From an optimization exercise on the open Yosys and OpenROAD flow, aimed at small area, a short achievable clock period and few clock cycles; shortcuts taken in it are not production practice. Only simulation tests tie the RTL to the original design; equivalence was not proved. No activity file was given, so power comes from the tool's default toggle rates.

File: config.mk
export PLATFORM = sky130hd
export DESIGN_NAME = fbseq
export DESIGN_NICKNAME = fbseq
export VERILOG_FILES = /design/flow/design.v
export SDC_FILE = /design/flow/constraint.sdc
export NUM_CORES = 4
export LEC_CHECK = 0
export ABC_CLOCK_PERIOD_IN_PS = 3500
export CAP_MARGIN = 20
export CORE_MARGIN = 2
export CORE_UTILIZATION = 55
export CTS_CLUSTER_DIAMETER = 100
export CTS_CLUSTER_SIZE = 30
export PLACE_DENSITY = 0.65
export SLEW_MARGIN = 20
File: constraint.sdc
create_clock -name core_clock -period 10.0 [get_ports {clk}]
set_input_delay 2.0000 -clock core_clock [delete_from_list [all_inputs] [get_ports {clk}]]
set_output_delay 2.0000 -clock core_clock [all_outputs]
set_load 0.01 [all_outputs]
File: design.v
module fbseq (
  input  wire        clk,
  input  wire        rst,           
  input  wire        cmd_valid,
  input  wire [31:0] cmd_data,
  output reg         cmd_ready,
  output reg         rsp_valid,
  output reg  [31:0] rsp_data,
  input  wire        rsp_ready,
  output reg         bus_valid,
  output reg  [7:0]  bus_data,
  input  wire        bus_ready,
  output reg         cs_n,
  output reg         dc,
  output reg         panel_rst_n,
  input  wire        busy,
  output reg         dly_req,
  output reg  [9:0]  dly_ms,
  input  wire        dly_done
);
  localparam integer NQ = 1008;
  localparam [1:0] PV_WHITE = 2'd0, PV_BLACK = 2'd1, PV_ACCENT = 2'd2;
  localparam [1:0] MODE_BWR = 2'd0, MODE_BWY = 2'd1, MODE_BW = 2'd2;
  localparam integer F_ILL = 0, F_BAD = 1, F_ADDR = 2, F_CFG = 3, F_NC = 4;
  reg        cfg;
  reg        var_r;
  reg [1:0]  mode_r;
  reg [1:0]  border_r;
  reg [4:0]  fault;
  reg [NQ-1:0] pq;      
  reg [NQ-1:0] aq;      
  localparam [2:0] F_IDLE = 3'd0,   
                   F_W1   = 3'd1,   
                   F_W2   = 3'd2,   
                   F_BMW  = 3'd3,   
                   F_BMC  = 3'd4,   
                   F_WAIT = 3'd5;   
  reg [2:0]  fe;
  reg [3:0]  d_opc;        
  reg [1:0]  d_pv, d_var, d_mode;
  reg        d_illegal;
  reg        dv;           
  reg        abort_r;
  reg [15:0] x_r, y_r;
  reg        xin_r, yin_r;    
  reg [6:0]  rx1, ry1;     
  reg [15:0] bm_left;      
  reg [6:0]  bx;           
  reg        bx_in;
  reg [7:0]  pmask;        
  reg [23:0] pw;           
  reg [1:0]  bj;           
  reg        st_wait;      
  wire       cmd_fire = cmd_valid & cmd_ready;
  wire [3:0] c_opc    = cmd_data[31:28];
  reg        c_illegal;
  always @* begin
    case (c_opc)
      4'h1:                   c_illegal = (cmd_data[27:26] != 2'd0) || (cmd_data[21:0] != 22'd0);
      4'h3, 4'h4, 4'h5, 4'h6: c_illegal = (cmd_data[25:0] != 26'd0);
      4'h2, 4'h7, 4'h8, 4'h9, 4'hA: c_illegal = (cmd_data[27:0] != 28'd0);
      default:                c_illegal = 1'b1;
    endcase
  end
  wire d_abort   = d_illegal || !cfg || (d_pv == 2'b11);
  wire abort_now = dv ? d_abort : abort_r;
  wire enc_p = (d_pv == PV_WHITE) || (d_pv == PV_ACCENT);
  wire enc_a = (d_pv == PV_ACCENT);
  wire [15:0] width_q  = var_r ? 16'd24 : 16'd64;
  wire [15:0] height_q = var_r ? 16'd32 : 16'd16;
  wire [31:0] status_word = {19'd0, fault, 1'b0,
                             cfg ? {border_r, mode_r, 1'b0, var_r} : 6'd0, cfg};
  reg        s2_v, s2_clr, s2_bmp, s2_var, s2_vp, s2_va;
  reg [6:0]  s2_xa, s2_xb;
  reg [5:0]  s2_ya, s2_yb;
  reg [7:0]  s2_pat;
  wire [15:0] c_x = cmd_data[15:0];
  wire [15:0] c_y = cmd_data[31:16];
  wire        px_in = (c_x <= width_q) && (c_y <= height_q);
  wire        rx_big = (c_x[15:7] != 9'd0) || (c_x[6:0] > rx1);
  wire        ry_big = (c_y[15:7] != 9'd0) || (c_y[6:0] > ry1);
  wire [6:0]  rc_x1 = rx_big ? width_q[6:0]  : x_r[6:0] + c_x[6:0] - 7'd1;
  wire [5:0]  rc_y1 = ry_big ? height_q[5:0] : y_r[5:0] + c_y[5:0] - 6'd1;
  wire        rc_ok = (c_x != 16'd0) && (c_y != 16'd0) && xin_r && yin_r;
  reg [32:0] m_a;      
  reg [63:0] m_b;      
  integer i;
  always @* begin
    for (i = 0; i < 64; i = i + 1)
      m_b[i] = (i >= s2_xa) && (i <= s2_xb);
    if (s2_bmp)
      m_a = {25'd0, s2_pat} << s2_ya;
    else
      for (i = 0; i < 33; i = i + 1)
        m_a[i] = (i >= s2_ya) && (i <= s2_yb);
  end
  wire m_wrap = (s2_xb == 7'd64);
  reg [31:0] m_h, m_la, m_lb;
  reg [15:0] m_wr;
  reg        m_fault;
  always @* begin
    if (!s2_v) begin
      m_h = 32'd0; m_la = 32'd0; m_lb = 32'd0;
      m_wr = 16'd0; m_fault = 1'b0;
    end else if (s2_clr) begin
      m_h = 32'hFFFFFFFF; m_la = 32'hFFFFFFFF; m_lb = 32'hFFFFFFFF;
      m_wr = 16'd0; m_fault = 1'b0;
    end else if (!s2_var) begin
      for (i = 0; i < 32; i = i + 1) m_h[i] = m_a[i/2];
      m_la = m_b[31:0];
      m_lb = m_b[63:32];
      m_wr = m_wrap ? {m_a[14:0], 1'b0} : 16'd0;
      m_fault = m_a[16] || (m_a[15] && (s2_xb >= 7'd56));
    end else begin
      m_h = m_b[31:0];
      for (i = 0; i < 32; i = i + 1) begin
        m_la[i] = (i <= 23) ? m_a[23 - i] : 1'b0;
        m_lb[i] = (i <= 23) ? m_a[23 - i] : 1'b0;
      end
      m_wr = 16'd0;
      m_fault = |m_a[32:24];
    end
  end
  genvar gq;
  generate
    for (gq = 0; gq < NQ; gq = gq + 1) begin : g_bit
      localparam integer HI = gq / 32;
      localparam integer LO = gq % 32;
      wire m;
      if (LO == 0 && (HI % 2) == 0) begin : g_wr
        assign m = (m_h[HI] & m_la[LO]) | m_wr[HI / 2];
      end else if (HI % 2 == 0) begin : g_a
        assign m = m_h[HI] & m_la[LO];
      end else begin : g_b
        assign m = m_h[HI] & m_lb[LO];
      end
      always @(posedge clk) begin
        if (m) begin
          pq[gq] <= s2_vp;
          aq[gq] <= s2_va;
        end
      end
    end
  endgenerate
  localparam [1:0] R_IDLE = 2'd0, R_DLY = 2'd1, R_TX = 2'd2, R_GAP = 2'd3;
  reg [1:0] rs;
  reg [4:0] spc;         
  reg       poll;        
  reg [6:0] bi;          
  reg [15:0] hsel;       
  reg [7:0]  lsel;       
  reg [7:0]  nb;         
  reg        lastb;      
  wire [7:0] rows_m1  = var_r ? 8'd31 : 8'd15;
  wire [7:0] xwin_end = var_r ? 8'd3 : 8'd7;
  wire skip14 = (mode_r == MODE_BW);
  wire [7:0] lut0 = (mode_r == MODE_BWR) ? 8'hCB : (mode_r == MODE_BWY) ? 8'hB7 : 8'hA0;
  reg  [7:0] border_b;
  always @* begin
    case (border_r)
      PV_WHITE: border_b = 8'h05;
      PV_BLACK: border_b = 8'h00;
      default:  border_b = (mode_r == MODE_BWR) ? 8'h33 : 8'h31;
    endcase
  end
  wire skip16 = (mode_r == MODE_BW) && (border_r == PV_ACCENT);
  localparam [1:0] K_DLY = 2'd0, K_TX = 2'd1, K_SYNC = 2'd2, K_END = 2'd3;
  reg [1:0] n_kind;
  reg [4:0] n_s;
  reg [7:0] n_cmd;
  reg       n_ms1000;
  always @* begin
    n_kind   = K_TX;
    n_s      = spc + 5'd1;
    n_cmd    = 8'h00;
    n_ms1000 = 1'b0;
    case (spc)
      5'd0:  begin n_kind = K_DLY; n_s = 5'd1; end
      5'd1:  begin n_s = 5'd2;  n_cmd = 8'h12; end
      5'd2:  begin n_kind = K_DLY; n_s = 5'd3; n_ms1000 = 1'b1; end
      5'd3:  begin n_kind = K_SYNC; n_s = 5'd4; n_cmd = 8'h74; end
      5'd4:  begin n_s = 5'd5;  n_cmd = 8'h74; end
      5'd5:  begin n_s = 5'd6;  n_cmd = 8'h7E; end
      5'd6:  begin n_s = 5'd7;  n_cmd = 8'h01; end
      5'd7:  begin n_s = 5'd8;  n_cmd = 8'h3A; end
      5'd8:  begin n_s = 5'd9;  n_cmd = 8'h3B; end
      5'd9:  begin n_s = 5'd10; n_cmd = 8'h11; end
      5'd10: begin n_s = 5'd11; n_cmd = 8'h44; end
      5'd11: begin n_s = 5'd12; n_cmd = 8'h45; end
      5'd12: begin n_s = 5'd13; n_cmd = 8'h2C; end
      5'd13: begin
        n_s   = skip14 ? 5'd15 : 5'd14;
        n_cmd = skip14 ? 8'h32 : 8'h04;
      end
      5'd14: begin n_s = 5'd15; n_cmd = 8'h32; end
      5'd15: begin
        n_s   = skip16 ? 5'd17 : 5'd16;
        n_cmd = skip16 ? 8'h4E : 8'h3C;
      end
      5'd16: begin n_s = 5'd17; n_cmd = 8'h4E; end
      5'd17: begin n_s = 5'd18; n_cmd = 8'h4F; end
      5'd18: begin n_s = 5'd19; n_cmd = 8'h24; end
      5'd19: begin n_kind = K_SYNC; n_s = 5'd20; n_cmd = 8'h4E; end
      5'd20: begin n_s = 5'd21; n_cmd = 8'h4E; end
      5'd21: begin n_s = 5'd22; n_cmd = 8'h4F; end
      5'd22: begin n_s = 5'd23; n_cmd = 8'h26; end
      5'd23: begin n_kind = K_SYNC; n_s = 5'd24; n_cmd = 8'h20; end
      5'd24: begin n_s = 5'd25; n_cmd = 8'h20; end
      5'd25: begin n_s = 5'd26; n_cmd = 8'h20; end
      default: begin n_kind = K_END; n_s = 5'd27; end
    endcase
  end
  reg [6:0] t_last1;
  always @* begin
    case (spc)
      5'd7, 5'd14:   t_last1 = 7'd3;
      5'd11, 5'd18, 5'd22: t_last1 = 7'd2;
      5'd12:         t_last1 = 7'd4;
      5'd15:         t_last1 = 7'd70;
      5'd19, 5'd23:  t_last1 = 7'd127;
      default:       t_last1 = 7'd1;
    endcase
  end
  reg [7:0] n_d0;
  always @* begin
    case (spc)
      5'd3, 5'd4:    n_d0 = 8'h54;
      5'd5:          n_d0 = 8'h3B;
      5'd6:          n_d0 = rows_m1;
      5'd7:          n_d0 = 8'h1A;
      5'd8:          n_d0 = 8'h08;
      5'd9:          n_d0 = 8'h03;
      5'd12:         n_d0 = 8'h70;
      5'd13:         n_d0 = skip14 ? lut0 : 8'h41;
      5'd14:         n_d0 = lut0;
      5'd15:         n_d0 = skip16 ? 8'h00 : border_b;
      5'd23, 5'd24:  n_d0 = 8'hC7;
      default:       n_d0 = 8'h00;
    endcase
  end
  reg [7:0] lut_q;
  always @* begin
    case ({mode_r, bi})
      {2'd0, 7'd0}: lut_q = 8'hCB;
      {2'd0, 7'd1}: lut_q = 8'hBE;
      {2'd0, 7'd2}: lut_q = 8'hD3;
      {2'd0, 7'd3}: lut_q = 8'hA6;
      {2'd0, 7'd4}: lut_q = 8'h81;
      {2'd0, 7'd5}: lut_q = 8'h10;
      {2'd0, 7'd6}: lut_q = 8'h58;
      {2'd0, 7'd7}: lut_q = 8'hDF;
      {2'd0, 7'd8}: lut_q = 8'h34;
      {2'd0, 7'd9}: lut_q = 8'h43;
      {2'd0, 7'd10}: lut_q = 8'hA6;
      {2'd0, 7'd11}: lut_q = 8'h76;
      {2'd0, 7'd12}: lut_q = 8'hC6;
      {2'd0, 7'd13}: lut_q = 8'h21;
      {2'd0, 7'd14}: lut_q = 8'hD1;
      {2'd0, 7'd15}: lut_q = 8'hE6;
      {2'd0, 7'd16}: lut_q = 8'hB4;
      {2'd0, 7'd17}: lut_q = 8'h44;
      {2'd0, 7'd18}: lut_q = 8'h4F;
      {2'd0, 7'd19}: lut_q = 8'hCC;
      {2'd0, 7'd20}: lut_q = 8'h13;
      {2'd0, 7'd21}: lut_q = 8'h64;
      {2'd0, 7'd22}: lut_q = 8'h52;
      {2'd0, 7'd23}: lut_q = 8'h0D;
      {2'd0, 7'd24}: lut_q = 8'h4C;
      {2'd0, 7'd25}: lut_q = 8'h61;
      {2'd0, 7'd26}: lut_q = 8'hE7;
      {2'd0, 7'd27}: lut_q = 8'hC7;
      {2'd0, 7'd28}: lut_q = 8'h97;
      {2'd0, 7'd29}: lut_q = 8'h0F;
      {2'd0, 7'd30}: lut_q = 8'hD3;
      {2'd0, 7'd31}: lut_q = 8'hF8;
      {2'd0, 7'd32}: lut_q = 8'h38;
      {2'd0, 7'd33}: lut_q = 8'hC5;
      {2'd0, 7'd34}: lut_q = 8'h28;
      {2'd0, 7'd35}: lut_q = 8'hF0;
      {2'd0, 7'd36}: lut_q = 8'h7C;
      {2'd0, 7'd37}: lut_q = 8'hA4;
      {2'd0, 7'd38}: lut_q = 8'hAB;
      {2'd0, 7'd39}: lut_q = 8'h78;
      {2'd0, 7'd40}: lut_q = 8'h72;
      {2'd0, 7'd41}: lut_q = 8'hA8;
      {2'd0, 7'd42}: lut_q = 8'hE5;
      {2'd0, 7'd43}: lut_q = 8'hC0;
      {2'd0, 7'd44}: lut_q = 8'h6A;
      {2'd0, 7'd45}: lut_q = 8'h70;
      {2'd0, 7'd46}: lut_q = 8'h0B;
      {2'd0, 7'd47}: lut_q = 8'h09;
      {2'd0, 7'd48}: lut_q = 8'h2F;
      {2'd0, 7'd49}: lut_q = 8'hCD;
      {2'd0, 7'd50}: lut_q = 8'h8F;
      {2'd0, 7'd51}: lut_q = 8'h17;
      {2'd0, 7'd52}: lut_q = 8'h04;
      {2'd0, 7'd53}: lut_q = 8'h0C;
      {2'd0, 7'd54}: lut_q = 8'h82;
      {2'd0, 7'd55}: lut_q = 8'h54;
      {2'd0, 7'd56}: lut_q = 8'h5F;
      {2'd0, 7'd57}: lut_q = 8'h04;
      {2'd0, 7'd58}: lut_q = 8'hB0;
      {2'd0, 7'd59}: lut_q = 8'hC4;
      {2'd0, 7'd60}: lut_q = 8'h67;
      {2'd0, 7'd61}: lut_q = 8'hDE;
      {2'd0, 7'd62}: lut_q = 8'h7A;
      {2'd0, 7'd63}: lut_q = 8'hAD;
      {2'd0, 7'd64}: lut_q = 8'h2F;
      {2'd0, 7'd65}: lut_q = 8'hA7;
      {2'd0, 7'd66}: lut_q = 8'h71;
      {2'd0, 7'd67}: lut_q = 8'h02;
      {2'd0, 7'd68}: lut_q = 8'hB0;
      {2'd0, 7'd69}: lut_q = 8'h97;
      {2'd1, 7'd0}: lut_q = 8'hB7;
      {2'd1, 7'd1}: lut_q = 8'h93;
      {2'd1, 7'd2}: lut_q = 8'h88;
      {2'd1, 7'd3}: lut_q = 8'h1F;
      {2'd1, 7'd4}: lut_q = 8'h16;
      {2'd1, 7'd5}: lut_q = 8'hF7;
      {2'd1, 7'd6}: lut_q = 8'h75;
      {2'd1, 7'd7}: lut_q = 8'hB4;
      {2'd1, 7'd8}: lut_q = 8'hDD;
      {2'd1, 7'd9}: lut_q = 8'h35;
      {2'd1, 7'd10}: lut_q = 8'h90;
      {2'd1, 7'd11}: lut_q = 8'h5E;
      {2'd1, 7'd12}: lut_q = 8'h7F;
      {2'd1, 7'd13}: lut_q = 8'h35;
      {2'd1, 7'd14}: lut_q = 8'h49;
      {2'd1, 7'd15}: lut_q = 8'hFF;
      {2'd1, 7'd16}: lut_q = 8'hE9;
      {2'd1, 7'd17}: lut_q = 8'hE9;
      {2'd1, 7'd18}: lut_q = 8'h26;
      {2'd1, 7'd19}: lut_q = 8'h64;
      {2'd1, 7'd20}: lut_q = 8'hA6;
      {2'd1, 7'd21}: lut_q = 8'h3A;
      {2'd1, 7'd22}: lut_q = 8'h3B;
      {2'd1, 7'd23}: lut_q = 8'h0D;
      {2'd1, 7'd24}: lut_q = 8'hB5;
      {2'd1, 7'd25}: lut_q = 8'hB5;
      {2'd1, 7'd26}: lut_q = 8'h68;
      {2'd1, 7'd27}: lut_q = 8'hBC;
      {2'd1, 7'd28}: lut_q = 8'h26;
      {2'd1, 7'd29}: lut_q = 8'hF2;
      {2'd1, 7'd30}: lut_q = 8'h55;
      {2'd1, 7'd31}: lut_q = 8'hC0;
      {2'd1, 7'd32}: lut_q = 8'h77;
      {2'd1, 7'd33}: lut_q = 8'hC8;
      {2'd1, 7'd34}: lut_q = 8'h2E;
      {2'd1, 7'd35}: lut_q = 8'hFE;
      {2'd1, 7'd36}: lut_q = 8'hB0;
      {2'd1, 7'd37}: lut_q = 8'h32;
      {2'd1, 7'd38}: lut_q = 8'h1F;
      {2'd1, 7'd39}: lut_q = 8'hC4;
      {2'd1, 7'd40}: lut_q = 8'h40;
      {2'd1, 7'd41}: lut_q = 8'h00;
      {2'd1, 7'd42}: lut_q = 8'h8F;
      {2'd1, 7'd43}: lut_q = 8'h4E;
      {2'd1, 7'd44}: lut_q = 8'h96;
      {2'd1, 7'd45}: lut_q = 8'h3D;
      {2'd1, 7'd46}: lut_q = 8'h1C;
      {2'd1, 7'd47}: lut_q = 8'h14;
      {2'd1, 7'd48}: lut_q = 8'h7F;
      {2'd1, 7'd49}: lut_q = 8'h63;
      {2'd1, 7'd50}: lut_q = 8'h59;
      {2'd1, 7'd51}: lut_q = 8'hD9;
      {2'd1, 7'd52}: lut_q = 8'h42;
      {2'd1, 7'd53}: lut_q = 8'h41;
      {2'd1, 7'd54}: lut_q = 8'h49;
      {2'd1, 7'd55}: lut_q = 8'h74;
      {2'd1, 7'd56}: lut_q = 8'h7D;
      {2'd1, 7'd57}: lut_q = 8'hA8;
      {2'd1, 7'd58}: lut_q = 8'h9B;
      {2'd1, 7'd59}: lut_q = 8'h5D;
      {2'd1, 7'd60}: lut_q = 8'hBE;
      {2'd1, 7'd61}: lut_q = 8'hD9;
      {2'd1, 7'd62}: lut_q = 8'hA3;
      {2'd1, 7'd63}: lut_q = 8'hF7;
      {2'd1, 7'd64}: lut_q = 8'hE0;
      {2'd1, 7'd65}: lut_q = 8'hAE;
      {2'd1, 7'd66}: lut_q = 8'h1C;
      {2'd1, 7'd67}: lut_q = 8'h9F;
      {2'd1, 7'd68}: lut_q = 8'h2C;
      {2'd1, 7'd69}: lut_q = 8'h8B;
      {2'd2, 7'd0}: lut_q = 8'hA0;
      {2'd2, 7'd1}: lut_q = 8'h78;
      {2'd2, 7'd2}: lut_q = 8'h2B;
      {2'd2, 7'd3}: lut_q = 8'h02;
      {2'd2, 7'd4}: lut_q = 8'hE3;
      {2'd2, 7'd5}: lut_q = 8'hF5;
      {2'd2, 7'd6}: lut_q = 8'h4C;
      {2'd2, 7'd7}: lut_q = 8'h48;
      {2'd2, 7'd8}: lut_q = 8'hB3;
      {2'd2, 7'd9}: lut_q = 8'h23;
      {2'd2, 7'd10}: lut_q = 8'h3B;
      {2'd2, 7'd11}: lut_q = 8'h5C;
      {2'd2, 7'd12}: lut_q = 8'hB0;
      {2'd2, 7'd13}: lut_q = 8'hBC;
      {2'd2, 7'd14}: lut_q = 8'hFB;
      {2'd2, 7'd15}: lut_q = 8'hF1;
      {2'd2, 7'd16}: lut_q = 8'hCB;
      {2'd2, 7'd17}: lut_q = 8'hEC;
      {2'd2, 7'd18}: lut_q = 8'hC9;
      {2'd2, 7'd19}: lut_q = 8'h20;
      {2'd2, 7'd20}: lut_q = 8'h7F;
      {2'd2, 7'd21}: lut_q = 8'hE0;
      {2'd2, 7'd22}: lut_q = 8'hB1;
      {2'd2, 7'd23}: lut_q = 8'hCF;
      {2'd2, 7'd24}: lut_q = 8'hD2;
      {2'd2, 7'd25}: lut_q = 8'h14;
      {2'd2, 7'd26}: lut_q = 8'hED;
      {2'd2, 7'd27}: lut_q = 8'hDE;
      {2'd2, 7'd28}: lut_q = 8'h0A;
      {2'd2, 7'd29}: lut_q = 8'h59;
      {2'd2, 7'd30}: lut_q = 8'h00;
      {2'd2, 7'd31}: lut_q = 8'h18;
      {2'd2, 7'd32}: lut_q = 8'h30;
      {2'd2, 7'd33}: lut_q = 8'hA9;
      {2'd2, 7'd34}: lut_q = 8'h97;
      {2'd2, 7'd35}: lut_q = 8'hD4;
      {2'd2, 7'd36}: lut_q = 8'h46;
      {2'd2, 7'd37}: lut_q = 8'hAB;
      {2'd2, 7'd38}: lut_q = 8'h1A;
      {2'd2, 7'd39}: lut_q = 8'h6E;
      {2'd2, 7'd40}: lut_q = 8'h47;
      {2'd2, 7'd41}: lut_q = 8'h04;
      {2'd2, 7'd42}: lut_q = 8'h15;
      {2'd2, 7'd43}: lut_q = 8'h6A;
      {2'd2, 7'd44}: lut_q = 8'hE3;
      {2'd2, 7'd45}: lut_q = 8'h63;
      {2'd2, 7'd46}: lut_q = 8'h4A;
      {2'd2, 7'd47}: lut_q = 8'h61;
      {2'd2, 7'd48}: lut_q = 8'hF7;
      {2'd2, 7'd49}: lut_q = 8'h4B;
      {2'd2, 7'd50}: lut_q = 8'h92;
      {2'd2, 7'd51}: lut_q = 8'hB3;
      {2'd2, 7'd52}: lut_q = 8'hCE;
      {2'd2, 7'd53}: lut_q = 8'h9F;
      {2'd2, 7'd54}: lut_q = 8'h78;
      {2'd2, 7'd55}: lut_q = 8'hEB;
      {2'd2, 7'd56}: lut_q = 8'h1A;
      {2'd2, 7'd57}: lut_q = 8'hEF;
      {2'd2, 7'd58}: lut_q = 8'h93;
      {2'd2, 7'd59}: lut_q = 8'hF0;
      {2'd2, 7'd60}: lut_q = 8'hB0;
      {2'd2, 7'd61}: lut_q = 8'h85;
      {2'd2, 7'd62}: lut_q = 8'hA7;
      {2'd2, 7'd63}: lut_q = 8'hF1;
      {2'd2, 7'd64}: lut_q = 8'h07;
      {2'd2, 7'd65}: lut_q = 8'h2E;
      {2'd2, 7'd66}: lut_q = 8'h7A;
      {2'd2, 7'd67}: lut_q = 8'h0E;
      {2'd2, 7'd68}: lut_q = 8'h6F;
      {2'd2, 7'd69}: lut_q = 8'hC8;
      default: lut_q = 8'h00;
    endcase
  end
  wire [7:0] p_byte [0:127];
  wire [7:0] a_byte [0:127];
  assign p_byte[0]   = 8'h00;
  assign a_byte[0]   = 8'h00;
  assign p_byte[127] = 8'h00;
  assign a_byte[127] = 8'h00;
  genvar gb, gk;
  generate
    for (gb = 1; gb < 127; gb = gb + 1) begin : g_byte
      for (gk = 0; gk < 8; gk = gk + 1) begin : g_k
        assign p_byte[gb][7 - gk] = pq[8 * (gb - 1) + gk];
        assign a_byte[gb][7 - gk] = aq[8 * (gb - 1) + gk];
      end
    end
  endgenerate
  reg [7:0] p_grp [0:15];
  reg [7:0] a_grp [0:15];
  reg [7:0] p_rd, a_rd;
  integer gh, gl;
  always @* begin
    for (gh = 0; gh < 16; gh = gh + 1) begin
      p_grp[gh] = 8'h00;
      a_grp[gh] = 8'h00;
      for (gl = 0; gl < 8; gl = gl + 1) begin
        p_grp[gh] = p_grp[gh] | ({8{lsel[gl]}} & p_byte[gh * 8 + gl]);
        a_grp[gh] = a_grp[gh] | ({8{lsel[gl]}} & a_byte[gh * 8 + gl]);
      end
    end
    p_rd = 8'h00;
    a_rd = 8'h00;
    for (gh = 0; gh < 16; gh = gh + 1) begin
      p_rd = p_rd | ({8{hsel[gh]}} & p_grp[gh]);
      a_rd = a_rd | ({8{hsel[gh]}} & a_grp[gh]);
    end
  end
  reg [7:0] data_q;
  always @* begin
    data_q = 8'h00;
    case (spc)
      5'd5:  data_q = 8'h54;
      5'd6:  data_q = 8'h3B;
      5'd7:  data_q = (bi[1:0] == 2'd0) ? rows_m1 : 8'h00;
      5'd8:  data_q = 8'h1A;
      5'd9:  data_q = 8'h08;
      5'd10: data_q = 8'h03;
      5'd11: data_q = (bi[0] == 1'b0) ? 8'h00 : xwin_end;
      5'd12: data_q = (bi[1:0] == 2'd2) ? rows_m1 : 8'h00;
      5'd13: data_q = 8'h70;
      5'd14: case (bi[1:0])
               2'd0:    data_q = 8'h41;
               2'd1:    data_q = (mode_r == MODE_BWR) ? 8'hA8 : 8'hB0;
               default: data_q = 8'h32;
             endcase
      5'd15: data_q = lut_q;
      5'd16: data_q = border_b;
      5'd19: data_q = p_rd;
      5'd23: data_q = a_rd;
      5'd25: data_q = 8'hC7;
      default: data_q = 8'h00;
    endcase
  end
  reg [2:0]  fe_n;
  reg        d_next;       
  reg        l_v, l_clr, l_bmp, l_vp, l_va;
  reg [6:0]  l_xa, l_xb;
  reg [5:0]  l_ya, l_yb;
  reg [7:0]  l_pat;
  reg [7:0]  hm;
  integer    kk;
  always @(posedge clk) begin
    if (rst) begin
      fe          <= F_IDLE;
      cmd_ready   <= 1'b1;
      dv          <= 1'b0;
      st_wait     <= 1'b0;
      abort_r     <= 1'b0;
      cfg         <= 1'b0;
      fault       <= 5'd0;
      rsp_valid   <= 1'b0;
      rsp_data    <= 32'd0;
      bus_valid   <= 1'b0;
      bus_data    <= 8'h00;
      cs_n        <= 1'b1;
      dc          <= 1'b0;
      panel_rst_n <= 1'b1;
      dly_req     <= 1'b0;
      dly_ms      <= 10'd0;
      rs          <= R_IDLE;
      spc         <= 5'd0;
      poll        <= 1'b0;
      bi          <= 7'd0;
      lastb       <= 1'b0;
      s2_v        <= 1'b0;
    end else begin
      fe_n    = fe;
      dv      <= 1'b0;
      dly_req <= 1'b0;
      l_v     = 1'b0;
      l_clr   = 1'b0;
      l_bmp   = 1'b0;
      l_vp    = enc_p;
      l_va    = enc_a;
      l_xa    = c_x[6:0];
      l_xb    = c_x[6:0];
      l_ya    = c_y[5:0];
      l_yb    = c_y[5:0];
      l_pat   = 8'h00;
      if (rsp_valid && rsp_ready)
        rsp_valid <= 1'b0;
      if (dv && rs != R_IDLE && (d_opc == 4'h7 || d_opc == 4'h8 ||
                                 d_opc == 4'h9 || d_opc == 4'hA)) begin
        dv <= 1'b1;
      end else if (dv) begin
        abort_r <= d_abort;
        case (d_opc)
          4'h1: begin  
            if (d_illegal)                          fault[F_ILL] <= 1'b1;
            else if (d_var[1] || d_mode == 2'b11)   fault[F_CFG] <= 1'b1;
            else begin
              cfg      <= 1'b1;
              var_r    <= d_var[0];
              mode_r   <= d_mode;
              border_r <= PV_WHITE;
              l_v      = 1'b1;
              l_clr    = 1'b1;
              l_vp     = 1'b0;
              l_va     = 1'b0;
            end
          end
          4'h2: begin  
            if (d_illegal)  fault[F_ILL] <= 1'b1;
            else if (!cfg)  fault[F_NC]  <= 1'b1;
            else            cfg <= 1'b0;
          end
          4'h3, 4'h4, 4'h5: begin
            if (d_illegal)             fault[F_ILL] <= 1'b1;
            else if (!cfg)             fault[F_NC]  <= 1'b1;
            else if (d_pv == 2'b11)    fault[F_BAD] <= 1'b1;
          end
          4'h6: begin  
            if (d_illegal)             fault[F_ILL] <= 1'b1;
            else if (!cfg)             fault[F_NC]  <= 1'b1;
            else if (d_pv == 2'b11)    fault[F_BAD] <= 1'b1;
            else                       border_r <= d_pv;
          end
          4'h7, 4'h8: begin  
            rsp_valid <= 1'b1;
            rsp_data  <= 32'd0;
            if (d_illegal)   fault[F_ILL] <= 1'b1;
            else if (!cfg)   fault[F_NC]  <= 1'b1;
            else             rsp_data <= {16'd0, (d_opc == 4'h7) ? width_q : height_q};
          end
          4'h9: begin  
            if (d_illegal) begin
              fault[F_ILL] <= 1'b1; fe_n = F_IDLE;
            end else if (!cfg) begin
              fault[F_NC]  <= 1'b1; fe_n = F_IDLE;
            end else begin
              panel_rst_n <= 1'b0;
              dly_req     <= 1'b1;
              dly_ms      <= 10'd500;
              poll        <= 1'b0;
              spc         <= 5'd0;
              rs          <= R_DLY;
            end
          end
          4'hA: begin  
            if (d_illegal) begin
              fault[F_ILL] <= 1'b1;
              rsp_valid    <= 1'b1;
              rsp_data     <= 32'd0;
            end else if (!s2_v) begin
              rsp_valid    <= 1'b1;
              rsp_data     <= status_word;
            end else begin
              st_wait      <= 1'b1;
            end
          end
          default: fault[F_ILL] <= 1'b1;
        endcase
      end
      if (st_wait && !s2_v) begin
        st_wait   <= 1'b0;
        rsp_valid <= 1'b1;
        rsp_data  <= status_word;
      end
      case (fe)
        F_IDLE: if (cmd_fire) begin
          d_opc     <= c_opc;
          d_pv      <= cmd_data[27:26];
          d_var     <= cmd_data[25:24];
          d_mode    <= cmd_data[23:22];
          d_illegal <= c_illegal;
          dv        <= 1'b1;
          case (c_opc)
            4'h3, 4'h4, 4'h5:       fe_n = F_W1;
            4'h7, 4'h8, 4'h9, 4'hA: fe_n = F_WAIT;
            default:                fe_n = F_IDLE;
          endcase
        end
        F_W1: if (cmd_fire) begin
          x_r   <= c_x;
          y_r   <= c_y;
          xin_r <= (c_x <= width_q);
          yin_r <= (c_y <= height_q);
          rx1   <= width_q[6:0] - c_x[6:0] + 7'd1;
          ry1   <= height_q[6:0] - c_y[6:0] + 7'd1;
          if (d_opc == 4'h3) begin
            l_v  = !abort_now && px_in;
            fe_n = F_IDLE;
          end else begin
            fe_n = F_W2;
          end
        end
        F_W2: if (cmd_fire) begin
          if (d_opc == 4'h4) begin
            l_v  = !abort_r && rc_ok;
            l_xa = x_r[6:0];
            l_xb = rc_x1;
            l_ya = y_r[5:0];
            l_yb = rc_y1;
            fe_n = F_IDLE;
          end else begin
            if (!abort_r && c_y > 16'd8) begin
              fault[F_BAD] <= 1'b1;
              abort_r      <= 1'b1;
            end
            case (c_y[3:0])
              4'd0: hm = 8'h00;
              4'd1: hm = 8'h01;
              4'd2: hm = 8'h03;
              4'd3: hm = 8'h07;
              4'd4: hm = 8'h0F;
              4'd5: hm = 8'h1F;
              4'd6: hm = 8'h3F;
              4'd7: hm = 8'h7F;
              default: hm = 8'hFF;
            endcase
            for (kk = 0; kk < 8; kk = kk + 1)
              pmask[kk] <= hm[kk] && yin_r && (kk < ry1);
            bm_left <= c_x;
            bx      <= x_r[6:0];
            bx_in   <= xin_r;
            fe_n    = (c_x == 16'd0) ? F_IDLE : F_BMW;
          end
        end
        F_BMW: if (cmd_fire) begin
          pw <= cmd_data[31:8];
          if (abort_r) begin
            bm_left <= (bm_left <= 16'd4) ? 16'd0 : bm_left - 16'd4;
            fe_n    = (bm_left <= 16'd4) ? F_IDLE : F_BMW;
          end else begin
            l_v     = bx_in;
            l_bmp   = 1'b1;
            l_xa    = bx;
            l_xb    = bx;
            l_ya    = y_r[5:0];
            l_pat   = cmd_data[7:0] & pmask;
            bm_left <= bm_left - 16'd1;
            bj      <= 2'd1;
            fe_n    = (bm_left == 16'd1) ? F_IDLE : F_BMC;
          end
        end
        F_BMC: begin
          l_v     = bx_in;
          l_bmp   = 1'b1;
          l_xa    = bx;
          l_xb    = bx;
          l_ya    = y_r[5:0];
          case (bj)
            2'd1:    l_pat = pw[7:0] & pmask;
            2'd2:    l_pat = pw[15:8] & pmask;
            default: l_pat = pw[23:16] & pmask;
          endcase
          bm_left <= bm_left - 16'd1;
          bj      <= bj + 2'd1;
          if (bm_left == 16'd1)  fe_n = F_IDLE;
          else if (bj == 2'd3)   fe_n = F_BMW;
        end
        F_WAIT: begin
          if (rsp_valid && rsp_ready) fe_n = F_IDLE;
        end
        default: fe_n = F_IDLE;
      endcase
      if (l_bmp) begin
        if (bx == width_q[6:0]) bx_in <= 1'b0;
        bx <= bx + 7'd1;
      end
      s2_v   <= l_v;
      s2_clr <= l_clr;
      s2_bmp <= l_bmp;
      s2_var <= var_r;
      s2_vp  <= l_vp;
      s2_va  <= l_va;
      s2_xa  <= l_xa;
      s2_xb  <= l_xb;
      s2_ya  <= l_ya;
      s2_yb  <= l_yb;
      s2_pat <= l_pat;
      if (m_fault) fault[F_ADDR] <= 1'b1;
      d_next = 1'b0;
      case (rs)
        R_DLY: if (dly_done) begin
          if (poll && busy) begin
            dly_req <= 1'b1;           
            dly_ms  <= 10'd10;
          end else begin
            d_next = 1'b1;
          end
        end
        R_TX: if (bus_ready) begin
          if (lastb) begin
            cs_n      <= 1'b1;
            bus_valid <= 1'b0;
            if (spc == 5'd23) fe_n = F_IDLE;
            if (n_kind == K_DLY)      d_next = 1'b1;
            else if (n_kind == K_END) rs <= R_IDLE;
            else                      rs <= R_GAP;
          end else begin
            bus_data <= nb;
            nb       <= data_q;
            dc       <= 1'b1;
            bi       <= bi + 7'd1;
            lsel     <= {lsel[6:0], lsel[7]};
            if (lsel[7]) hsel <= {hsel[14:0], 1'b0};
            lastb    <= (bi == t_last1);
          end
        end
        R_GAP: d_next = 1'b1;
        default: ;
      endcase
      if (d_next) begin
        if (n_kind == K_DLY) begin
          dly_req <= 1'b1;
          dly_ms  <= n_ms1000 ? 10'd1000 : 10'd500;
          poll    <= 1'b0;
          spc     <= n_s;
          rs      <= R_DLY;
          if (n_s == 5'd1) panel_rst_n <= 1'b1;
        end else if (n_kind == K_SYNC && busy) begin
          dly_req <= 1'b1;
          dly_ms  <= 10'd10;
          poll    <= 1'b1;
          spc     <= n_s;
          rs      <= R_DLY;
        end else begin
          cs_n      <= 1'b0;
          bus_valid <= 1'b1;
          dc        <= 1'b0;
          bus_data  <= n_cmd;
          nb        <= n_d0;
          bi        <= 7'd1;
          hsel      <= 16'd1;
          lsel      <= 8'd2;
          lastb     <= (n_s == 5'd2) || (n_s == 5'd26);
          spc       <= (n_kind == K_SYNC) ? n_s + 5'd1 : n_s;
          rs        <= R_TX;
        end
      end
      fe        <= fe_n;
      cmd_ready <= (fe_n == F_IDLE || fe_n == F_W1 || fe_n == F_W2 || fe_n == F_BMW);
    end
  end
endmodule
File: flow/run.sh
#!/bin/bash
set -euo pipefail
export SETUP_SLACK_MARGIN=6.6
bash standard.sh 2>&1 | tee standard.log
File: standard.sh
#!/bin/bash
# synth_recipe.tcl (not shown) runs the flow's synth.tcl, then flattens the netlist and writes it again
# the make line also repeats each setting of config.mk as NAME=value (left out here)
make -C /OpenROAD-flow-scripts/flow DESIGN_CONFIG=/design/flow/config.mk WORK_HOME=/design/flow/orfs CLKGATE_MAP_FILE= SYNTH_SCRIPT=/design/flow/synth_recipe.tcl "${@:-finish}"
==> impl_metrics.py, run 1 <==
metrics = {
    "outcome": {
        "so.violations": "max-slew violations",
        "status": "finished with violations",
    },
    "global_route": {
        "grt_pass1_wl_um": 492000,
        "gr-total-overflow": 0,
        "antenna_found_initial": 15,
        "grtUsageTotal_pct": 38.3,
        "grt_max_degree": 252,
        "first_global_vias": 66800,
    },
    "synthesis": {
        "ys_types": 95,
        "avgSynthCellArea_um2": 13.2,
        "synth_warnings": 3,
        "ys_seq_area_share_pct": 69.1,
        "synthArstFlopShare_pct": 0,
        "synth_ff_type": "edfxtp_1",
        "synth_edf_count": 2188,
        "synthCells": 7370,
        "ys_ff_latch": 2258,
        "synth_area_mm2": 0.0971,
    },
    "setup_path": {
        "worstRegToRegCells": 3,
        "cp.required_ps": 10330,
        "startpoint_type": "flip-flop",
        "worstReg2RegStart": "s2_vp",
        "cp_slowest_stage_delay_ps": 760,
        "critPathCaptureType": "flip-flop",
        "path_class": "flip-flop to flip-flop",
        "arrival_ps": 3990,
        "rr_endpoint": "pq[852]",
        "critPathMaxFanout": 247,
        "cp_cell_sequence": "buf_4 -> buf_6 -> buf_12",
        "crit_slowest_cell": "buf_4",
        "r2r_setup_slack_ps": 6340,
    },
    "cts": {
        "cts.clk_slew.worst_paths_ps": 120,
        "h-tree-depth": 3,
        "clockRootBuffer": "clkbuf_16",
        "holdBufCountCts": 0,
        "cts_buffer_depth": 3,
        "clock_latency_ps": 800,
        "clock-sinks": 2258,
        "cts_tree": "done",
        "numCtsBuffers": 87,
    },
    "route": {
        "wl_per_cell_um": 37.2,
        "vias": 70500,
        "dr.pass1.iters": 6,
        "vias_per_cell": 7.29,
        "drt_iter0_drc": 12600,
        "drc": 0,
        "wl_um": 359000,
        "ant_nets": 0,
    },
    "timing": {
        "slew_headroom_pct": -13.2,
        "drv_slew": 124,
        "min_period_ps": 3660,
        "clock-skew-final_ps": 60.4,
        "hold_viol": 0,
        "tightest_slew_ps": 1700,
        "rsz0062_at_grt": "yes",
        "period_share_pct": 36.6,
        "fmax_ghz": 0.273,
        "setup_viol": 0,
        "fin_tns_setup_ps": 0,
    },
    "placement": {
        "dp_hpwl_um": 196000,
        "io_buffers": 74,
        "gp_congestion": 0.992,
    },
    "power_and_ir_drop": {
        "power_w": 0.0167,
        "leakage_nw": 34.5,
        "pwr_density_cell_mw_per_mm2": 156,
        "vdd_drop_max_v": 0.000143,
    },
    "layout": {
        "drive_above_1_share_pct": 12.7,
        "n_fill_cell": 13700,
        "utilization_pct": 61.1,
        "final_nets": 7431,
        "area.growth.synth_to_final_pct": 10.5,
    },
    "floorplan": {
        "die-width_um": 424,
        "floorplan.initialDensity_pct": 55.3,
        "rows": 154,
        "coreArea_mm2": 0.176,
        "dieHeight_um": 424,
        "die_area_mm2": 0.180,
        "io_pins": 96,
    },
    "worst_hold_path": {
        "worstHoldPathType": "flip-flop to flip-flop",
        "worstHoldStart": "d_var[0]",
        "whs_endpoint": "var_r",
        "hold_path_depth": 0,
    },
    "run": {
        "maxCapViolCount": 0,
    },
}
## cell usage in the layout, fill, tap and decap left out, types with 33 or more instances in the layout
cell type and instances:
dfxtp_1 33, nor4_1 48, and2_1 37, edfxtp_1 2188, buf_12 35, o21ai_0 143, a21oi_1 194, a41oi_2 36
a22oi_1 968, nor3_1 64, nor2b_1 39, nand2_1 286, buf_4 226, dfxtp_2 33, a222oi_1 42, a211oi_1 33
a41oi_1 196, clkbuf_16 104, nand3_1 69, nand2b_1 62, a31oi_1 67, o22ai_1 33, nor2_1 1172, ha_1 90
xnor2_1 33, a22oi_2 39, inv_1 112
## Yosys cell counts (all sizes together), types with 79 or more instances
master / n / area, um2
clkbuf: 433 / 1630
o21ai: 160 / 801
ha: 93 / 1160
a22oi: 1007 / 7560
a31oi: 79 / 494
nor3: 80 / 430
nand2: 291 / 1090
nand2b: 100 / 626
edfxtp: 2188 / 65700
nor2: 1194 / 4480
a41oi: 234 / 2050
inv: 124 / 465
nor4: 87 / 551
buf: 191 / 1010
a21oi: 218 / 1090
## layer usage
metal	GRT usage, %	up-vias	share of wire [%]
li1	-	28600	-
met1	51.7	35600	36
met2	57.9	5356	44
met3	9.74	928	14
met4	19.0	16	6.4
met5	0	-	0.030
## worst max path at each step
stage           startpoint  endpoint  slack, ps  cells past startpoint
4_1_cts          s2_pat[0]   pq[766]       6450                      7
6_report             s2_vp   pq[852]       6340                      3
2_1_floorplan        s2_va     aq[0]      -4470                      0
3_3_place_gp   cmd_data[2]  s2_xb[6]       4950                     12
3_5_place_dp     cmd_valid     bx[6]       4980                      5
5_1_grt            lsel[1]     nb[5]       6390                      9
## kinds of logic (layout without fill, tap and decap cells)
kind of cell | Yosys count | count (layout) | share of synthesized area, %
buffers and inverters | 756 | 678 | 3.22
other | 1 | 26 | 0.00386
multiplexers | 40 | 40 | 0.559
flip-flops | 2258 | 2258 | 69.1
AO/OA/AOI/OAI | 2116 | 2116 | 16.0
AND/OR/NAND/NOR | 2059 | 2062 | 9.43
XOR/XNOR | 45 | 45 | 0.406
adder cells (fa/ha/maj) | 95 | 95 | 1.24
## sequential cells by signal (all words and copies together) (netlist names), 8 cells and up
| signal | flops |
|---|---|
| pq | 1008 |
| bus_data | 8 |
| bm_left | 16 |
| lsel | 8 |
| pmask | 8 |
| rsp_data | 11 |
| hsel | 16 |
| pw | 24 |
| dly_ms | 10 |
| aq | 1008 |
| nb | 8 |
| s2_pat | 8 |
## critical path: cells and delay by family, from the launching register on
family / cells / cell delay, ps
buf+inv: 3 / 1830
flops: 1 / 460
## stage by stage
step                setup WS (ps)  instances  hold slack (ps)  area (um2)
CTS                          6450       9620              430      106000
global route                 6390       9655              455      107000
global placement             4950       9371              416      100000
floorplan                   -4470       7390              400       97200
detailed placement           4980       9372              405      100000
finish                       6340       9660              429      107000
## final cells by class
type / instances / area (um2) / share of cell area [%]
Antenna cell: 5 / 12.5 / 0.0117
Clock buffer: 95 / 2280 / 2.12
Clock inverter: 12 / 170 / 0.159
Inverter: 132 / 531 / 0.494
Multi-Input combinational cell: 4379 / 29000 / 27.1
Sequential cell: 2258 / 67200 / 62.6
Tap cell: 2340 / 2930 / 2.73
Timing Repair Buffer: 439 / 5210 / 4.85
## what timing repair did
item	in CTS	in global routing
pin swaps	43	77
setup endpoints to repair	2100	1265
cloned	32	14
buffers inserted	109	21
gates resized for setup	478	220
## power breakdown
part / internal, W / total (W) / switching, W / leakage (nW)
registers: 0.0105 / 0.0105 / 0.0000520 / 20.4
clock network: 0.00167 / 0.00453 / 0.00286 / 1.20
logic: 0.000453 / 0.00171 / 0.00126 / 12.9
Testbench counts, summed over its fixed seeds: cycles 23,160.
==> run 2, diff against run 1 <==
--- a/design.v
+++ b/design.v
@@ -34,5 +34,4 @@
                    F_W2   = 3'd2,   
                    F_BMW  = 3'd3,   
-                   F_BMC  = 3'd4,   
                    F_WAIT = 3'd5;   
   reg [2:0]  fe;
@@ -50,5 +49,7 @@
   reg [7:0]  pmask;        
   reg [23:0] pw;           
-  reg [1:0]  bj;           
+  reg [1:0]  e_cnt;        
+  reg [5:0]  e_y;          
+  reg        e_vp, e_va;
   reg        st_wait;      
   wire       cmd_fire = cmd_valid & cmd_ready;
@@ -518,4 +519,6 @@
   reg [2:0]  fe_n;
   reg        d_next;       
+  reg        e_busy_n;
+  reg [3:0]  opc_n;
   reg        l_v, l_clr, l_bmp, l_vp, l_va;
   reg [6:0]  l_xa, l_xb;
@@ -547,4 +550,5 @@
       bi          <= 7'd0;
       lastb       <= 1'b0;
+      e_cnt       <= 2'd0;
       s2_v        <= 1'b0;
     end else begin
@@ -564,6 +568,7 @@
       if (rsp_valid && rsp_ready)
         rsp_valid <= 1'b0;
-      if (dv && rs != R_IDLE && (d_opc == 4'h7 || d_opc == 4'h8 ||
-                                 d_opc == 4'h9 || d_opc == 4'hA)) begin
+      if (dv && ((rs != R_IDLE && (d_opc == 4'h7 || d_opc == 4'h8 ||
+                                   d_opc == 4'h9 || d_opc == 4'hA)) ||
+                 (e_cnt != 2'd0 && (d_opc == 4'h1 || d_opc == 4'hA)))) begin
         dv <= 1'b1;
       end else if (dv) begin
@@ -571,4 +576,5 @@
         case (d_opc)
           4'h1: begin  
+            fe_n = F_IDLE;
             if (d_illegal)                          fault[F_ILL] <= 1'b1;
             else if (d_var[1] || d_mode == 2'b11)   fault[F_CFG] <= 1'b1;
@@ -626,5 +632,5 @@
               rsp_valid    <= 1'b1;
               rsp_data     <= 32'd0;
-            end else if (!s2_v) begin
+            end else if (!s2_v && e_cnt == 2'd0) begin
               rsp_valid    <= 1'b1;
               rsp_data     <= status_word;
@@ -636,9 +642,23 @@
         endcase
       end
-      if (st_wait && !s2_v) begin
+      if (st_wait && !s2_v && e_cnt == 2'd0) begin
         st_wait   <= 1'b0;
         rsp_valid <= 1'b1;
         rsp_data  <= status_word;
       end
+      if (e_cnt != 2'd0) begin
+        l_v   = bx_in;
+        l_bmp = 1'b1;
+        l_xa  = bx;
+        l_xb  = bx;
+        l_ya  = e_y;
+        l_vp  = e_vp;
+        l_va  = e_va;
+        l_pat = pw[7:0] & pmask;
+        pw    <= {8'h00, pw[23:8]};
+        e_cnt <= e_cnt - 2'd1;
+        if (bx == width_q[6:0]) bx_in <= 1'b0;
+        bx    <= bx + 7'd1;
+      end
       case (fe)
         F_IDLE: if (cmd_fire) begin
@@ -651,5 +671,5 @@
           case (c_opc)
             4'h3, 4'h4, 4'h5:       fe_n = F_W1;
-            4'h7, 4'h8, 4'h9, 4'hA: fe_n = F_WAIT;
+            4'h1, 4'h7, 4'h8, 4'h9, 4'hA: fe_n = F_WAIT;
             default:                fe_n = F_IDLE;
           endcase
@@ -702,8 +722,6 @@
         end
         F_BMW: if (cmd_fire) begin
-          pw <= cmd_data[31:8];
           if (abort_r) begin
             bm_left <= (bm_left <= 16'd4) ? 16'd0 : bm_left - 16'd4;
-            fe_n    = (bm_left <= 16'd4) ? F_IDLE : F_BMW;
           end else begin
             l_v     = bx_in;
@@ -713,24 +731,19 @@
             l_ya    = y_r[5:0];
             l_pat   = cmd_data[7:0] & pmask;
-            bm_left <= bm_left - 16'd1;
-            bj      <= 2'd1;
-            fe_n    = (bm_left == 16'd1) ? F_IDLE : F_BMC;
+            if (bx == width_q[6:0]) bx_in <= 1'b0;
+            bx      <= bx + 7'd1;
+            pw      <= cmd_data[31:8];
+            e_y     <= y_r[5:0];
+            e_vp    <= enc_p;
+            e_va    <= enc_a;
+            if (bm_left >= 16'd4) begin
+              e_cnt   <= 2'd3;
+              bm_left <= bm_left - 16'd4;
+            end else begin
+              e_cnt   <= bm_left[1:0] - 2'd1;
+              bm_left <= 16'd0;
+            end
           end
-        end
-        F_BMC: begin
-          l_v     = bx_in;
-          l_bmp   = 1'b1;
-          l_xa    = bx;
-          l_xb    = bx;
-          l_ya    = y_r[5:0];
-          case (bj)
-            2'd1:    l_pat = pw[7:0] & pmask;
-            2'd2:    l_pat = pw[15:8] & pmask;
-            default: l_pat = pw[23:16] & pmask;
-          endcase
-          bm_left <= bm_left - 16'd1;
-          bj      <= bj + 2'd1;
-          if (bm_left == 16'd1)  fe_n = F_IDLE;
-          else if (bj == 2'd3)   fe_n = F_BMW;
+          fe_n = (bm_left <= 16'd4) ? F_IDLE : F_BMW;
         end
         F_WAIT: begin
@@ -739,8 +752,4 @@
         default: fe_n = F_IDLE;
       endcase
-      if (l_bmp) begin
-        if (bx == width_q[6:0]) bx_in <= 1'b0;
-        bx <= bx + 7'd1;
-      end
       s2_v   <= l_v;
       s2_clr <= l_clr;
@@ -814,6 +823,12 @@
         end
       end
+      e_busy_n = (fe == F_BMW && cmd_fire && !abort_r) ? (bm_left > 16'd1)
+                                                        : (e_cnt > 2'd1);
+      opc_n    = (fe == F_IDLE) ? c_opc : d_opc;
       fe        <= fe_n;
-      cmd_ready <= (fe_n == F_IDLE || fe_n == F_W1 || fe_n == F_W2 || fe_n == F_BMW);
+      cmd_ready <= (fe_n == F_IDLE) ||
+                   (fe_n == F_W1  && !(e_busy_n && opc_n == 4'h3)) ||
+                   (fe_n == F_W2  && !(e_busy_n && opc_n == 4'h4)) ||
+                   (fe_n == F_BMW && !e_busy_n);
     end
   end
==> flow/run.sh (replaced) <==
#!/bin/bash
set -euo pipefail
export SETUP_SLACK_MARGIN=6.8
bash standard.sh 2>&1 | tee standard.log
--- a/config.mk
+++ b/config.mk
@@ -7,9 +7,9 @@
 export LEC_CHECK = 0
 export ABC_CLOCK_PERIOD_IN_PS = 3500
-export CAP_MARGIN = 20
+export CAP_MARGIN = 30
 export CORE_MARGIN = 2
 export CORE_UTILIZATION = 55
 export CTS_CLUSTER_DIAMETER = 100
-export CTS_CLUSTER_SIZE = 30
+export CTS_CLUSTER_SIZE = 25
 export PLACE_DENSITY = 0.65
-export SLEW_MARGIN = 20
+export SLEW_MARGIN = 50
==> impl_metrics.py, run 2 <==
metrics = {
    "outcome": {
        "status": "timing/DRC/antenna clean",
    },
    "synthesis": {
        "synth_area_mm2": 0.0982,
        "post-synth-top-count-cell": "edfxtp_1",
        "synth.top_cells.by_count": "edfxtp_1 (2194), nor2_1 (1182), a22oi_1 (1109)",
        "ys_types": 102,
        "synthCells": 7630,
        "synth_ff_type": "edfxtp_1",
        "synth_top_cell_area_share_pct": 67.1,
        "ys_ff_latch": 2266,
        "ys_seq_area_share_pct": 68.6,
        "synth_warnings": 3,
        "avgSynthCellArea_um2": 12.9,
        "yosys-top-cells-area": "edfxtp_1 (67%), a22oi_1 (8.5%), nor2_1 (4.5%), clkbuf_1 (2.0%), nand4_1 (1.7%)",
        "yosysTopAreaCell": "edfxtp_1",
        "synthArstFlopShare_pct": 0,
        "synth_edf_count": 2194,
    },
    "cts": {
        "cts_buffer_depth": 3,
        "numCtsBuffers": 103,
        "clock-sinks": 2266,
        "clock_latency_ps": 820,
        "clockRootBuffer": "clkbuf_16",
        "cts.clk_slew.worst_paths_ps": 100,
        "cts_tree": "done",
        "h-tree-depth": 3,
    },
    "layout": {
        "multi_input_area_mm2": 0.0304,
        "final_common_cell": "edfxtp_1",
        "area.growth.synth_to_final_pct": 13.4,
        "n_fill_cell": 13500,
        "drive_above_1_share_pct": 16.6,
        "final_cell_mix": "edfxtp_1 (2194), a22oi_1 (1071), nor2_1 (1031)",
        "final_cell_area_mm2": 0.111,
        "reg_top3": "aq x1008, pq x1008, pw x24",
        "final_nets": 7804,
        "register_area_mm2": 0.0674,
    },
    "timing": {
        "tightest_slew_ps": 841,
        "period_share_pct": 33.1,
        "fmax_ghz": 0.302,
        "min_period_ps": 3310,
        "drv_slew": 0,
        "setup_viol": 0,
        "slew_headroom_pct": 43.3,
        "hold_viol": 0,
        "clock-skew-final_ps": 59.2,
        "rsz0062_at_grt": "yes",
    },
    "setup_path": {
        "arrival_ps": 1310,
        "path_class": "flip-flop to output pin",
        "worst-path-buf-inv": 1,
        "critPathMaxFanout": 2,
        "worstReg2RegStart": "s2_ya[1]",
        "critPathLaunch": "bus_data[7]",
        "critPathCaptureType": "output pin",
        "cp.required_ps": 8000,
        "startpoint_type": "flip-flop",
        "crit_family": "flip-flops",
        "cp_slowest_stage_delay_ps": 400,
        "crit_slowest_cell": "dfxtp_4",
        "cp_cell_sequence": "buf_6",
    },
    "floorplan": {
        "die-width_um": 426,
        "rows": 155,
        "floorplan.initialDensity_pct": 55.2,
        "dieHeight_um": 426,
        "io_pins": 96,
        "coreArea_mm2": 0.178,
        "die_area_mm2": 0.182,
    },
    "global_route": {
        "gr-total-overflow": 0,
        "antenna_found_initial": 16,
        "first_global_vias": 69100,
        "grt_max_degree": 121,
        "grt_pass1_wl_um": 509000,
        "grtUsageTotal_pct": 39.2,
    },
    "power_and_ir_drop": {
        "leakage_nw": 36.5,
        "pwr_density_cell_mw_per_mm2": 153,
        "power_w": 0.0170,
        "vdd_drop_max_v": 0.000153,
    },
    "route": {
        "wl_per_cell_um": 37.2,
        "drt_iter0_drc": 13000,
        "vias": 73300,
        "dr.pass1.iters": 9,
        "wl_um": 375000,
        "ant_nets": 0,
        "drc": 0,
        "vias_per_cell": 7.28,
    },
    "worst_hold_path": {
        "worstHoldStart": "rsp_data[1]",
        "worstHoldPathType": "flip-flop to flip-flop",
    },
    "placement": {
        "io_buffers": 74,
        "place_area_mm2": 0.103,
        "gp_congestion": 0.946,
        "dp_hpwl_um": 209000,
    },
    "run": {
        "maxCapViolCount": 0,
    },
}
run 2: cell types whose count changed in the layout (fill, tap and decap cells not counted), sizes merged, moves of 24 or more:
cell	previous run	this run
nand4	32	270
a41oi	234	3
buf	367	504
a22oi	1007	1109
nor4	87	21
clkbuf	113	167
nand2	292	343
nand3	71	111
nor2	1194	1223
o21ai	160	184
run 2: repair_timing:
action,4_1_cts,5_1_grt
endpoints found under the hold margin,0,0
cloned,24,26
setup endpoints to repair,2091,1384
pin swaps,47,58
hold buffers,0,0
setup buffers,118,70
resized for setup,648,373
run 2: worst paths after layout:
check | to | slack [ps] | cells past startpoint
setup / recovery | bus_data[7] | 6690 | 1
hold / removal | rsp_data[1] | 480 | 2
setup reg to reg | aq[489] | 6730 | 12
hold reg to reg | rsp_data[1] | 480 | 2
run 2: kinds of logic after synthesis:
| group | after synthesis | synth area share [%] |
|---|---|---|
| AOI/OAI and AO/OA | 2057 | 15.1 |
| xor gates and xnor gates | 45 | 0.401 |
| adders and majority gates | 92 | 1.19 |
| buffers and inverters | 780 | 3.21 |
| DFF | 2266 | 68.6 |
| muxes | 42 | 0.535 |
| other | 1 | 0.00382 |
| and+or+nand+nor | 2347 | 11.0 |
run 2: final cells by class:
type / count / area share (%)
inverter: 114 / 0.415
sequential: 2266 / 60.6
multi-input combinational: 4606 / 27.3
antenna: 5 / 0.0112
clock inverter: 13 / 0.178
clock buffer: 127 / 2.42
timing repair buffer: 582 / 6.44
tap: 2355 / 2.65
run 2: power breakdown:
part | internal [W] | total (W) | switching, W
Sequential | 0.0105 | 0.0105 | 0.0000541
Clock | 0.00193 | 0.00490 | 0.00297
Combinational | 0.000454 | 0.00162 | 0.00116
Total | 0.0128 | 0.0170 | 0.00418
run 2: metal layers:
layer  global-route usage, %  wire length [um]  share of wire, %
met5                       0               103             0.028
met4                    21.7             26000               6.9
met3                    9.96             56300                15
met2                    58.5            162000                43
met1                    52.8            130000                35
run 2: through the flow:
stage,setup slack (ps),TNS (ps),cells,util (%),hold slack [ps]
floorplan,-4470,-9004000,7650,-,400
detailed placement,4990,0,9681,57.7,463
global placement,5020,0,9631,57.1,459
finish,6690,0,10100,62.6,483
global route,6680,0,10100,62.6,495
CTS,6650,0,9963,61.2,484
Testbench counts of run 2, summed over its fixed seeds: cycles 22,756.
==> run 3, diff against run 2 <==
==> run.sh (new file) <==
#!/bin/bash
# synth_recipe.tcl (not shown) runs the flow's synth.tcl, then flattens the netlist and writes it again
# the make line also repeats each setting of config.mk as NAME=value (left out here)
make -C /OpenROAD-flow-scripts/flow DESIGN_CONFIG=/design/flow/config.mk WORK_HOME=/design/flow/orfs CLKGATE_MAP_FILE= SYNTH_SCRIPT=/design/flow/synth_recipe.tcl finish
--- a/config.mk
+++ b/config.mk
@@ -13,3 +13,4 @@
 export CTS_CLUSTER_SIZE = 25
 export PLACE_DENSITY = 0.65
+export SETUP_SLACK_MARGIN = 5
 export SLEW_MARGIN = 50
removed: flow/run.sh
removed: standard.sh
==> impl_metrics.py, run 3 <==
metrics = {
    "synthesis": {
        "synthArstFlopShare_pct": 0,
        "ys_seq_area_share_pct": 68.6,
        "ys_ff_latch": 2266,
        "ys_types": 102,
        "synth_warnings": 3,
        "post-synth-top-count-cell": "edfxtp_1",
        "synth_area_mm2": 0.0982,
        "yosys-top-cells-area": "edfxtp_1 (67%), a22oi_1 (8.5%), nor2_1 (4.5%), clkbuf_1 (2.0%), nand4_1 (1.7%)",
        "synth_top_cell_area_share_pct": 67.1,
        "yosysTopAreaCell": "edfxtp_1",
        "synth_ff_type": "edfxtp_1",
        "avgSynthCellArea_um2": 12.9,
        "synth.top_cells.by_count": "edfxtp_1 (2194), nor2_1 (1182), a22oi_1 (1109)",
        "synthCells": 7630,
        "synth_edf_count": 2194,
    },
    "setup_path": {
        "cpMostUsedCell": "buf_4",
        "worstReg2RegStart": "s2_ya[2]",
        "cp_cell_sequence": "buf_4 -> inv_1 -> mux4_2 -> a2111oi_4 -> a21oi_2 -> a21boi_4 -> nand2b_2 -> buf_4 -> nor2_1",
        "cp_slowest_stage_delay_ps": 770,
        "crit_slowest_cell": "a2111oi_4",
        "r2r_setup_slack_ps": 5490,
        "startpoint_type": "flip-flop",
        "critPathMaxFanout": 28,
        "rr_endpoint": "aq[412]",
        "worstRegToRegCells": 9,
        "cp.required_ps": 10480,
        "path_class": "flip-flop to flip-flop",
        "critPathCaptureType": "flip-flop",
        "arrival_ps": 4990,
    },
    "cts": {
        "cts.clk_slew.worst_paths_ps": 100,
        "h-tree-depth": 3,
        "cts_buffer_depth": 3,
        "clockRootBuffer": "clkbuf_16",
        "cts_tree": "done",
        "numCtsBuffers": 103,
        "holdBufCountCts": 0,
        "cts_setup_buffers": 0,
        "clock-sinks": 2266,
        "ctsResizeCount": 0,
        "clock_latency_ps": 820,
    },
    "floorplan": {
        "io_pins": 96,
        "rows": 155,
        "coreArea_mm2": 0.178,
        "floorplan.initialDensity_pct": 55.2,
        "die_area_mm2": 0.182,
        "die-width_um": 426,
        "dieHeight_um": 426,
    },
    "timing": {
        "setup_viol": 0,
        "clock-skew-final_ps": 57.8,
        "rsz0062_at_grt": "no",
        "tightest_slew_ps": 778,
        "period_share_pct": 45.1,
        "fmax_ghz": 0.222,
        "fin_tns_setup_ps": 0,
        "slew_headroom_pct": 47.6,
        "drv_slew": 0,
        "whs_ps": 483,
        "min_period_ps": 4510,
        "hold_viol": 0,
    },
    "outcome": {
        "status": "timing/DRC/antenna clean",
    },
    "global_route": {
        "gr-usage-met1_pct": 51.0,
        "grt_pass1_wl_um": 487000,
        "use_met2_pct": 56.9,
        "antenna_found_initial": 11,
        "first_global_vias": 67500,
        "grt_util_met3_pct": 8.10,
        "grtUsageTotal_pct": 37.2,
        "gr-total-overflow": 0,
        "grt_max_degree": 125,
        "top_usage_layer": "met2",
    },
    "power_and_ir_drop": {
        "pwr_density_cell_mw_per_mm2": 158,
        "vdd_drop_max_v": 0.000150,
        "leakage_nw": 34.1,
    },
    "route": {
        "vias": 70500,
        "wl_um": 343000,
        "drc": 0,
        "wl_per_cell_um": 34.8,
        "dr.pass1.iters": 9,
        "ant_nets": 0,
        "vias_per_cell": 7.16,
        "drt_iter0_drc": 12300,
    },
    "layout": {
        "final_cell_area_mm2": 0.106,
        "final_cells": 9843,
        "area.growth.synth_to_final_pct": 7.74,
        "reg_top3": "aq x1008, pq x1008, pw x24",
        "final_nets": 7572,
        "final_common_cell": "edfxtp_1",
        "final_cell_mix": "edfxtp_1 (2194), nor2_1 (1168), a22oi_1 (1109)",
        "drive_above_1_share_pct": 8.55,
    },
    "placement": {
        "gp_congestion": 0.946,
        "place_area_mm2": 0.103,
        "io_buffers": 74,
        "dp_hpwl_um": 209000,
        "placed_cells": 9681,
    },
    "worst_hold_path": {
        "hold_path_depth": 2,
        "whs_endpoint": "rsp_data[1]",
        "worstHoldStart": "rsp_data[1]",
        "worstHoldPathType": "flip-flop to flip-flop",
    },
    "run": {
        "maxCapViolCount": 0,
    },
}
==> run 3: where the power goes <==
part	internal (W)	switching [W]
Sequential	0.0105	0.0000692
Combinational	0.000335	0.00101
Clock	0.00193	0.00294
Total	0.0127	0.00402
==> run 3: how the worst max path moves through the flow <==
stage,start,end,slack (ps),cells past startpoint
2_1_floorplan,s2_va,aq[0],-4470,0
3_3_place_gp,busy,t_last1[1],5020,10
3_5_place_dp,cmd_valid,s2_xb[1],4990,8
4_1_cts,s2_ya[2],aq[412],5570,9
5_1_grt,s2_ya[2],pq[408],5460,9
6_report,s2_ya[2],aq[412],5490,9
==> run 3: area by class of cell <==
| class | count | area [um2] |
|---|---|---|
| Fill cell | 14000 | 72100 |
| Timing Repair Buffer | 352 | 3600 |
| Clock inverter | 13 | 198 |
| Multi-Input combinational cell | 4604 | 28500 |
| Clock buffer | 127 | 2690 |
| Inverter | 114 | 430 |
| Tap cell | 2355 | 2950 |
| Antenna cell | 12 | 30.0 |
| Sequential cell | 2266 | 67300 |
==> run 3: cell families (layout without fill, tap and decap cells) <==
| kind of cell | Yosys count | count (layout) | share of synthesized area, % |
|---|---|---|---|
| AO/OA/AOI/OAI | 2057 | 2057 | 15.1 |
| flip-flops | 2266 | 2266 | 68.6 |
| other | 1 | 33 | 0.00382 |
| multiplexers | 42 | 42 | 0.535 |
| adder cells (fa/ha/maj) | 92 | 92 | 1.19 |
| XOR/XNOR | 45 | 45 | 0.401 |
| buffers and inverters | 780 | 606 | 3.21 |
| AND/OR/NAND/NOR | 2347 | 2347 | 11.0 |
==> run 3: stage by stage <==
step	util, %	worst slack [ps]	total power [W]
final	59.5	5490	0.0167
after global routing	59.5	5460	0.0171
after CTS	59.3	5570	0.0167
after detailed placement	57.7	4990	0.0120
after global placement	57.1	5020	0.0120
after floorplan	-	-4470	0.0115
==> run 3: metal layers <==
layer	wire, um	vias up	part of all wire [%]
li1	-	29000	-
met4	19400	8	5.7
met1	126000	35500	37
met2	154000	5018	45
met3	42900	844	13
met5	61	-	0.018
==> run 3: critical path: cells and delay by family (launching register included) <==
| kind | cells | cell delay, ps |
|---|---|---|
| buf+inv | 3 | 1120 |
| flops | 1 | 380 |
| compound gates | 3 | 1170 |
| mux | 1 | 670 |
| simple gates | 2 | 800 |

re-timing with driven ports:
The flow's constraints put no driver on any port. The routed layouts listed below were extracted and timed again, unchanged, in two steps.
Step 1 sets driving cells, clkbuf_16 on the clock port and buf_2 on the other inputs (assumed; they add their load-dependent delay and slew).
Step 2 moves the port delays by t, midway between the first and last clock arrival at a register: inputs arrive t later, outputs are due t later. That takes back most of the time a late clock gives input paths.
Slacks: ideal ports / drivers / drivers and shift; pairs: ideal ports / drivers.
| run | shift t [ns] | setup slack, ns | clock arrival spread, ns | slew at the worst register clock pin (ns) | cell pins on the clock port's net |
|---|---|---|---|---|---|
| run 1 | 0.852 | 6.342 / 6.342 / 5.851 | 0.062 / 0.062 | 0.12 / 0.12 | 1 |
| run 2 | 0.887 | 6.690 / 6.598 / 5.989 | 0.060 / 0.061 | 0.11 / 0.11 | 1 |
| run 3 | 0.885 | 5.489 / 5.489 / 4.993 | 0.059 / 0.059 | 0.11 / 0.11 | 1 |
For run 2, which loses most, drivers alone change the setup slack by -0.092 ns; drivers and shift together by -0.701 ns.
